Background: an optimization exercise with open tools, aiming at small area, a short achievable clock period and few clock cycles. Do not read the settings as production practice. In this exercise RTL edits were held to simulation tests only and were not proved equivalent to the original. No activity file was given, so power comes from the tool's default toggle rates.

== the reference run ==
==> flow/design.v (excerpt) <==
module rsu_radix (
    input  wire        clk,
    input  wire        rst,         
    input  wire        start,
    input  wire [7:0]  cmd,         
    input  wire [15:0] len,         
    input  wire [63:0] val,         
    output wire        ready,
    input  wire        in_valid,
    input  wire [7:0]  in_data,
    output wire        in_ready,
    output wire        out_valid,
    output wire [7:0]  out_data,
    input  wire        out_ready,
    output reg         done,
    output wire [2:0]  err,
    output wire [15:0] out_len,
    output reg  [63:0] res          
);
Size: ~13,000 um2 of cells after synthesis.
==> flow/config.mk <==
export PLATFORM = sky130hd
export DESIGN_NAME = rsu_radix
export DESIGN_NICKNAME = rsu_radix
export VERILOG_FILES = /design/flow/design.v
export SDC_FILE = /design/flow/constraint.sdc
export NUM_CORES = 4
export LEC_CHECK = 0
export ABC_AREA = 1
export CAP_MARGIN = 20
export CORE_MARGIN = 2
export CORE_UTILIZATION = 60
export PLACE_DENSITY = 0.75
export SLEW_MARGIN = 20
==> flow/constraint.sdc <==
create_clock -name core_clock -period 8.0 [get_ports {clk}]
set_input_delay 1.6000 -clock core_clock [delete_from_list [all_inputs] [get_ports {clk}]]
set_output_delay 1.6000 -clock core_clock [all_outputs]
set_load 0.01 [all_outputs]
standard.sh (not shown) runs the stock make flow with config.mk's settings and CLKGATE_MAP_FILE= SYNTH_SCRIPT=/design/flow/synth_recipe.tcl, a recipe that flattens the netlist after the stock synthesis.
==> flow/flow/run.sh <==
#!/bin/bash
# Standard ORFS layout (standard synthesis unchanged), with the port buffers
# made of the smallest plain buffer, and timing repair aimed 5.15 ns below the
# clock period.
set -euo pipefail
bash standard.sh BUFFER_PORTS_ARGS="-buffer_cell sky130_fd_sc_hd__buf_1" SETUP_SLACK_MARGIN=5.15 finish > orfs_flow.log 2>&1
Testbench counts of the reference run, summed over its fixed seeds: cycles 30,049.
## Diff of input files: the trial run against the reference run
Settings: SETUP_SLACK_MARGIN newly set to 5.0.
==> flow/flow/run.sh <==
#!/bin/bash
# Standard ORFS layout (standard synthesis unchanged), with the port buffers
# made of the smallest plain buffer instead of the default choice.
set -euo pipefail
bash standard.sh BUFFER_PORTS_ARGS="-buffer_cell sky130_fd_sc_hd__buf_1" finish > orfs_flow.log 2>&1
### Flow results
- The trial run reached the final stage; the timing, DRC and antenna checks on its layout passed.
- Taking the reference run as the reference, in the trial run fraction of power consumed by combinational cells now smaller, clock buffer count from CTS now larger.
- Compare the reference run and the trial run | critical path depth lower: the trial run


run A:
Starting RTL as in the previous note.
// rsu_radix
module rsu_radix (
    input  wire        clk,
    input  wire        rst,         
    input  wire        start,
    input  wire [7:0]  cmd,         
    input  wire [15:0] len,         
    input  wire [63:0] val,         
    output wire        ready,
    input  wire        in_valid,
    input  wire [7:0]  in_data,
    output wire        in_ready,
    output wire        out_valid,
    output wire [7:0]  out_data,
    input  wire        out_ready,
    output reg         done,
    output wire [2:0]  err,
    output wire [15:0] out_len,
    output reg  [63:0] res          
);
==> flow/config.mk <==
export PLATFORM = sky130hd
export DESIGN_NAME = rsu_radix
export DESIGN_NICKNAME = rsu_radix
export VERILOG_FILES = /design/flow/design.v
export SDC_FILE = /design/flow/constraint.sdc
export NUM_CORES = 4
export LEC_CHECK = 0
export ABC_AREA = 1
export CAP_MARGIN = 20
export CORE_MARGIN = 2
export CORE_UTILIZATION = 60
export PLACE_DENSITY = 0.75
export SLEW_MARGIN = 20
==> flow/constraint.sdc <==
create_clock -name core_clock -period 8.0 [get_ports {clk}]
set_input_delay 1.6000 -clock core_clock [delete_from_list [all_inputs] [get_ports {clk}]]
set_output_delay 1.6000 -clock core_clock [all_outputs]
set_load 0.01 [all_outputs]
==> flow/flow/run.sh <==
#!/bin/bash
# Standard ORFS layout (standard synthesis unchanged), with the port buffers
# made of the smallest plain buffer, and timing repair aimed 5.2 ns below the
# clock period.
set -euo pipefail
bash standard.sh BUFFER_PORTS_ARGS="-buffer_cell sky130_fd_sc_hd__buf_1" SETUP_SLACK_MARGIN=5.2 finish > orfs_flow.log 2>&1
Testbench counts of run A, summed over its fixed seeds: cycles 30,049.
Edits applied to the flow inputs when going from run A to run B:
Settings: an added SETUP_SLACK_MARGIN of 5.0; a deleted ABC_AREA that had been 1.
==> flow/flow/run.sh <==
#!/bin/bash
# Standard ORFS layout (standard synthesis unchanged), with the port buffers
# made of the smallest plain buffer instead of the default choice.
set -euo pipefail
bash standard.sh BUFFER_PORTS_ARGS="-buffer_cell sky130_fd_sc_hd__buf_1" finish > orfs_flow.log 2>&1
[summary]
Met1 usage (run B over run A): decrease, 5.3 points. Of the two values seen for startpoint of the worst setup timing path, in_data[3] was produced by run B and idle$_SDFF_PP1_ by run A. When the final numbers for run B and run A were put side by side, the multi-input combinational cell count turned out to be smaller in run B. Worst hold slack ends up lower on run B. The combined flip-flop and latch cell area on run B is in line with that on run A. Compared with run A, run B shows a number of non-filler instances in the completed layout that is 19% lower. Compared to run A, run B has non-clock buffer count about 14% lower. According to the power report, total power for run B is lower than for run A. Taking run A as the reference, in run B required time of the critical path moved up; critical path depth in cells went up.
What run C does differently from run B at the input level:
Settings: SETUP_SLACK_MARGIN removed (was 5.0); ABC_AREA newly set to 1.
==> flow/flow/run.sh <==
#!/bin/bash
# Standard ORFS layout (standard synthesis unchanged), with the port buffers
# made of the smallest plain buffer, and timing repair aimed 5.25 ns below the
# clock period.
set -euo pipefail
bash standard.sh BUFFER_PORTS_ARGS="-buffer_cell sky130_fd_sc_hd__buf_1" SETUP_SLACK_MARGIN=5.25 finish > orfs_flow.log 2>&1
Results
Sequential share of layout area for run C: 0.77 points down relative to run B. In the reports for run C and run B, the smaller summed instance area of the synthesized netlist belongs to run C. Against run B, the final cell area of run C is higher. Run B ended up with ib[2]$_SDFFCE_PP0P_ as its capture point of the worst path; run C ended up with ready. The higher worst-case register-to-register setup slack came out of run C. Run C against run B; multi-input combinational cell count is up by more than a quarter. On final clock period utilization by the worst path: between run C and run B, it ends up lower for run C. Where relative max-transition margin is concerned, run B is better than run C. Run C vs. run B: maximum frequency now larger; number of signal-net buffers in the layout now larger. Between run C and run B, area added between synthesis and finish is lower for run B, run C comes in above that. Run C ended up with idle$_SDFF_PP1_ as its launching element of the worst setup path; run B ended up with in_data[3].
What run D does differently from run C at the input level:
Settings: setting SETUP_SLACK_MARGIN to 4.9 for the first time.
==> flow/flow/run.sh <==
#!/bin/bash
# Standard ORFS layout (standard synthesis unchanged), with the port buffers
# made of the smallest plain buffer instead of the default choice.
set -euo pipefail
bash standard.sh BUFFER_PORTS_ARGS="-buffer_cell sky130_fd_sc_hd__buf_1" finish > orfs_flow.log 2>&1
[summary]
- Run comparison: run C end of the critical path ready; run D end of the critical path ib[3]$_SDFFCE_PP0P_
- In the flow results for run C and run D, the net total in the final layout is larger on run C.
- In run D, the total routed wire length on the met1 layer came out 5.1% below the value in run C.
- Clock-buffer cell count: run C and run D compared, lower one is run C
- The count of mapped cells out of synthesis was comparable across run C and run D.

## what the ideal ports hide
In the flow no input, the clock included, has a driving cell. The finished layouts below were timed again as built, in two steps. Step 1 assumes that a clkbuf_16 drives the clock port and a buf_2 every other input. Step 2 also shifts input and output timing later by t, the mid clock arrival at the registers, as if the neighbouring blocks saw the same clock. Three values: ideal ports, drivers, drivers and shift; two values: the first two.
| run | t, ns | setup WS [ns] | latest minus earliest clock arrival (ns) |
|---|---|---|---|
| the reference run | 0.590 | 5.162 / 5.113 / 4.661 | 0.011 / 0.010 |
| the trial run | 0.596 | 5.094 / 5.046 / 4.541 | 0.022 / 0.022 |
| run A | 0.566 | 5.218 / 5.169 / 4.741 | 0.027 / 0.028 |
| run B | 0.573 | 5.062 / 5.037 / 4.515 | 0.020 / 0.020 |
| run C | 0.596 | 5.178 / 5.127 / 4.685 | 0.019 / 0.018 |
| run D | 0.569 | 4.995 / 5.011 / 4.455 | 0.014 / 0.014 |
After both steps setup and hold are still met in every run listed. The setup slack of the trial run, which loses most, moves by -0.048 ns with the drivers and by -0.553 ns with both steps.
